Background: an optimization exercise with open tools, aiming at small area and a short achievable clock period. Do not read the settings as production practice. In this exercise RTL edits were held to simulation tests only and were not proved equivalent to the original. Power figures rest on the tool's default switching activity, not on a simulated workload.

Setup of fjord:
==> module frame_link_responder, before the edit <==
module frame_link_responder (
    input  wire        clk,
    input  wire        rst,           
    input  wire        byte_valid,
    input  wire [7:0]  rx_byte,
    output wire [7:0]  tx_byte,
    output wire        s_sync,
    input  wire        tbl_we,
    input  wire [3:0]  tbl_idx,
    input  wire        tbl_en,
    input  wire [15:0] tbl_id,
    input  wire [31:0] tbl_val,
    output reg         pull_query,
    output reg  [3:0]  pull_idx,
    output reg         frame_valid,
    output wire        frame_pull,
    output wire [15:0] frame_id,
    output wire [31:0] frame_value,
    input  wire        wd_inc,
    input  wire        wd_expire,
    input  wire [15:0] wd_threshold,
    output reg         wd_safety,
    output reg         wd_tripped
);
    reg        sync_r;
    reg [8:0]  ph;            
    reg [7:0]  id0, id1;
    reg [31:0] vb;            
    reg        is_pull;
    reg [7:0]  tx_reg;
    assign tx_byte     = tx_reg;
    assign s_sync      = sync_r;
    assign frame_pull  = is_pull;
    assign frame_id    = {id1, id0};
    assign frame_value = vb;
    wire [7:0]  qn_lo = ph[0] ? rx_byte : id0;
    wire [7:0]  qn_hi = ph[1] ? rx_byte : id1;
    wire        in_eq = (tbl_id == {qn_hi, id0});
    wire        in_lo = (tbl_id[7:0] == qn_lo);
    wire [15:0] mn;               
    wire [31:0] val [0:15];
    wire [15:0] s;
    genvar g;
    generate
        for (g = 0; g < 16; g = g + 1) begin : ent
            reg [15:0] t_id;
            reg [31:0] t_val;
            reg        t_en;
            reg        t_lo;
            reg        t_s;
            wire we = tbl_we && (tbl_idx == g);
            always @(posedge clk)
                if (we) begin
                    t_id  <= tbl_id;
                    t_val <= tbl_val;
                end
            always @(posedge clk)
                if (rst)     t_en <= 1'b0;
                else if (we) t_en <= tbl_en;
            always @(posedge clk)
                t_lo <= we ? in_lo : (t_id[7:0] == qn_lo);
            assign mn[g] = we ? (tbl_en && in_eq)
                              : (t_en && t_lo && (t_id[15:8] == qn_hi));
            if (g == 0) begin : p0
                always @(posedge clk) t_s <= mn[0];
            end else begin : pn
                always @(posedge clk) t_s <= mn[g] && !(|mn[g-1:0]);
            end
            assign s[g]   = t_s;
            assign val[g] = t_val;
        end
    endgenerate
    reg hit;
    always @(posedge clk) hit <= |mn;
    reg [31:0] hv;
    reg [3:0]  hidx;
    integer i;
    always @(*) begin
        hv   = 32'd0;
        hidx = 4'd0;
        for (i = 0; i < 16; i = i + 1) begin
            hv   = hv | (val[i] & {32{s[i]}});
            hidx = hidx | (i[3:0] & {4{s[i]}});
        end
    end
    wire [7:0] seq_byte = {{4{ph[8]}}, ph[8] | ph[0], ph[8] | ph[1] | ph[2] | ph[3] | ph[4],
                           ph[8] | ph[1] | ph[2] | ph[5] | ph[6],
                           ph[8] | ph[1] | ph[3] | ph[5] | ph[7]};
    wire [7:0] vtop = is_pull ? vb[7:0] : rx_byte;
    always @(posedge clk) begin
        if (rst) begin
            sync_r      <= 1'b0;
            ph          <= 9'd1;
            tx_reg      <= 8'd0;
            pull_query  <= 1'b0;
            frame_valid <= 1'b0;
        end else begin
            pull_query  <= 1'b0;
            frame_valid <= 1'b0;
            if (byte_valid) begin
                if (!sync_r) begin
                    if (rx_byte == seq_byte) begin
                        if (ph[8]) begin                     
                            sync_r <= 1'b1;
                            ph     <= 9'd1;
                            tx_reg <= 8'h00;
                        end else begin                       
                            ph     <= {ph[7:0], 1'b0};
                            tx_reg <= seq_byte;
                        end
                    end else begin                           
                        ph     <= 9'd1;
                        tx_reg <= 8'h00;
                    end
                end else begin
                    ph <= {ph[7:0], 1'b0};
                    if (ph[0]) begin
                        id0    <= rx_byte;
                        tx_reg <= rx_byte;
                    end
                    if (ph[1]) begin
                        id1    <= rx_byte;
                        tx_reg <= rx_byte;
                    end
                    if (ph[2]) begin                          
                        is_pull <= hit;
                        if (hit) begin
                            vb         <= {hv[7:0], hv[31:8]};
                            tx_reg     <= hv[7:0];
                            pull_query <= 1'b1;
                            pull_idx   <= hidx;
                        end else begin
                            vb     <= {rx_byte, vb[31:8]};
                            tx_reg <= rx_byte;
                        end
                    end
                    if (ph[3] | ph[4] | ph[5]) begin          
                        vb     <= {vtop, vb[31:8]};
                        tx_reg <= vtop;
                    end
                    if (ph[6] | ph[7]) begin
                        if (rx_byte == 8'hFF) begin           
                            tx_reg <= ph[7] ? id1 : id0;
                        end else begin                        
                            tx_reg <= 8'h00;
                            ph     <= 9'd1;
                            sync_r <= 1'b0;
                        end
                    end
                    if (ph[8]) begin                          
                        tx_reg      <= 8'h00;
                        ph          <= 9'd1;
                        frame_valid <= 1'b1;
                    end
                end
            end
        end
    end
    reg [15:0] wd_counter;
    always @(posedge clk) begin
        if (rst) begin
            wd_counter <= 16'd0;
            wd_safety  <= 1'b0;
            wd_tripped <= 1'b0;
        end else begin
            wd_safety <= 1'b0;
            if (wd_expire) begin                              
                if (wd_counter < wd_threshold) begin
                    wd_tripped <= 1'b1;
                    wd_safety  <= 1'b1;
                end else begin
                    wd_tripped <= 1'b0;
                end
                wd_counter <= {15'd0, wd_inc};
            end else if (wd_inc && wd_counter != 16'hFFFF) begin  
                wd_counter <= wd_counter + 16'd1;
            end
        end
    end
endmodule
==> flow/config.mk <==
export PLATFORM = sky130hd
export DESIGN_NAME = frame_link_responder
export DESIGN_NICKNAME = frame_link_responder
export VERILOG_FILES = /design/flow/design.v
export SDC_FILE = /design/flow/constraint.sdc
export NUM_CORES = 4
export LEC_CHECK = 0
export CAP_MARGIN = 20
export CORE_MARGIN = 2
export CORE_UTILIZATION = 40
export SETUP_SLACK_MARGIN = 3.0
export SLEW_MARGIN = 20
export TNS_END_PERCENT = 10
==> flow/constraint.sdc <==
create_clock -name core_clock -period 5.5 [get_ports {clk}]
set_input_delay 1.1000 -clock core_clock [delete_from_list [all_inputs] [get_ports {clk}]]
set_output_delay 1.1000 -clock core_clock [all_outputs]
set_load 0.01 [all_outputs]
standard.sh (not shown) runs the stock make flow with config.mk's settings and CLKGATE_MAP_FILE= SYNTH_SCRIPT=/design/flow/synth_recipe.tcl, a recipe that flattens the netlist after the stock synthesis.
==> flow/flow/run.sh <==
#!/bin/bash
set -euo pipefail
bash standard.sh finish \
  BUFFER_PORTS_ARGS="-buffer_cell sky130_fd_sc_hd__buf_2" \
  > standard_flow.log 2>&1
The inputs of violet differ from those of fjord as listed below.
--- a/flow/design.v
+++ b/flow/design.v
@@ -33,10 +33,9 @@
     assign frame_pull  = is_pull;
     assign frame_id    = {id1, id0};
     assign frame_value = vb;
-    wire [7:0]  qn_lo = ph[0] ? rx_byte : id0;
     wire [7:0]  qn_hi = ph[1] ? rx_byte : id1;
-    wire        in_eq = (tbl_id == {qn_hi, id0});
-    wire        in_lo = (tbl_id[7:0] == qn_lo);
+    wire [15:0] qn    = {qn_hi, id0};
+    wire        in_eq = (tbl_id == qn);
     wire [15:0] mn;               
     wire [31:0] val [0:15];
     wire [15:0] s;
@@ -46,7 +45,6 @@
             reg [15:0] t_id;
             reg [31:0] t_val;
             reg        t_en;
-            reg        t_lo;
             reg        t_s;
             wire we = tbl_we && (tbl_idx == g);
             always @(posedge clk)
@@ -57,10 +55,7 @@
             always @(posedge clk)
                 if (rst)     t_en <= 1'b0;
                 else if (we) t_en <= tbl_en;
-            always @(posedge clk)
-                t_lo <= we ? in_lo : (t_id[7:0] == qn_lo);
-            assign mn[g] = we ? (tbl_en && in_eq)
-                              : (t_en && t_lo && (t_id[15:8] == qn_hi));
+            assign mn[g] = we ? (tbl_en && in_eq) : (t_en && (t_id == qn));
             if (g == 0) begin : p0
                 always @(posedge clk) t_s <= mn[0];
             end else begin : pn
[summary]
- Number of violations of the max-capacitance limit across fjord and violet: no real change.
- Per the comparison of violet with fjord, data arrival time of the worst path now sits higher, part of the total power dissipated in combinational logic decreased 0.7 points.
- Combinational power, fjord and violet, lower one = violet.
- On share of the synthesized area in compound gates (AO/OA/AOI/OAI), fjord and violet are neck and neck.
- violet improves on fjord in final worst hold slack.

========
v6:
Starting RTL as in the previous note.
==> flow/config.mk <==
export PLATFORM = sky130hd
export DESIGN_NAME = frame_link_responder
export DESIGN_NICKNAME = frame_link_responder
export VERILOG_FILES = /design/flow/design.v
export SDC_FILE = /design/flow/constraint.sdc
export NUM_CORES = 4
export LEC_CHECK = 0
export CAP_MARGIN = 20
export CORE_MARGIN = 2
export CORE_UTILIZATION = 40
export SETUP_SLACK_MARGIN = 3.0
export SLEW_MARGIN = 20
export TNS_END_PERCENT = 10
==> flow/constraint.sdc <==
create_clock -name core_clock -period 5.5 [get_ports {clk}]
set_input_delay 1.1000 -clock core_clock [delete_from_list [all_inputs] [get_ports {clk}]]
set_output_delay 1.1000 -clock core_clock [all_outputs]
set_load 0.01 [all_outputs]
==> flow/flow/run.sh <==
#!/bin/bash
set -euo pipefail
bash standard.sh finish \
  BUFFER_PORTS_ARGS="-buffer_cell sky130_fd_sc_hd__buf_2" \
  CTS_ARGS="-sink_clustering_enable -repair_clock_nets -dont_use_dummy_load -sink_clustering_size 25 -sink_clustering_max_diameter 80" \
  > standard_flow.log 2>&1
> inputs changed (v6 -> v7)
--- a/flow/design.v
+++ b/flow/design.v
@@ -44,26 +44,30 @@
     generate
         for (g = 0; g < 16; g = g + 1) begin : ent
             reg [15:0] t_id;
             reg [31:0] t_val;
             reg        t_en;
             reg        t_lo;
+            reg        t_m;
             reg        t_s;
             wire we = tbl_we && (tbl_idx == g);
             always @(posedge clk)
                 if (we) begin
                     t_id  <= tbl_id;
                     t_val <= tbl_val;
                 end
             always @(posedge clk)
                 if (rst)     t_en <= 1'b0;
                 else if (we) t_en <= tbl_en;
             always @(posedge clk)
                 t_lo <= we ? in_lo : (t_id[7:0] == qn_lo);
-            assign mn[g] = we ? (tbl_en && in_eq)
-                              : (t_en && t_lo && (t_id[15:8] == qn_hi));
+            assign mn[g] = we    ? (tbl_en && in_eq) :
+                           ph[1] ? (t_en && t_lo && (t_id[15:8] == rx_byte)) :
+                                   t_m;
+            always @(posedge clk)
+                t_m <= mn[g];
             if (g == 0) begin : p0
                 always @(posedge clk) t_s <= mn[0];
             end else begin : pn
                 always @(posedge clk) t_s <= mn[g] && !(|mn[g-1:0]);
             end
             assign s[g]   = t_s;
### Flow results
- From v6 to v7 the numbers moved as follows: non-filler instance count after layout dropped 13, final routed wirelength across all metal layers lower, initial cell density of the core lower, worst hold slack +4.3 ps, count of nets after finishing has decreased.
- Register area share after synthesis: v7 vs v6, no meaningful difference
- Between v6 and v7, the synthesized cell count figures differ only marginally.
- Between v7 and v6, the adder and majority gate portion of the synthesized area figures differ only marginally.
- Status: share of the final layout cell area in multi-input gates parity (v7, v6)
- Comparing synthesized area for v7 and v6, the bigger number came from v7.
- Per the comparison of v7 with v6, overall power after layout up 0.00028 W; worst setup slack up 14 ps.

-- separate check: timing with driven ports --
The results above use ideal ports. As a check the final layouts listed here were re-extracted and re-timed, cells and wires unchanged. Step 1 sets driving cells, clkbuf_16 on the clock port and buf_2 on the other inputs (assumed; they add their load-dependent delay and slew). Step 2 times the ports against the registers' clock, not the clock port: input delays grow and output delays shrink by t, the midpoint of the rising clock arrivals with the driver on. a / b / c = ideal / step 1 / step 2; a / b = the first two.
| run | shift t [ns] | setup WS [ns] | worst register clock-pin slew, ns |
|---|---|---|---|
| fjord | 0.721 | 2.789 / 2.807 / 2.096 | 0.07 / 0.07 |
| violet | 0.714 | 2.737 / 2.696 / 1.982 | 0.07 / 0.07 |
| v6 | 0.663 | 2.779 / 2.749 / 2.085 | 0.10 / 0.10 |
| v7 | 0.661 | 2.792 / 2.769 / 2.107 | 0.10 / 0.10 |
After both steps setup and hold are still met in every run listed. For violet, which loses most, drivers alone change the setup slack by -0.041 ns; drivers and shift together by -0.755 ns.
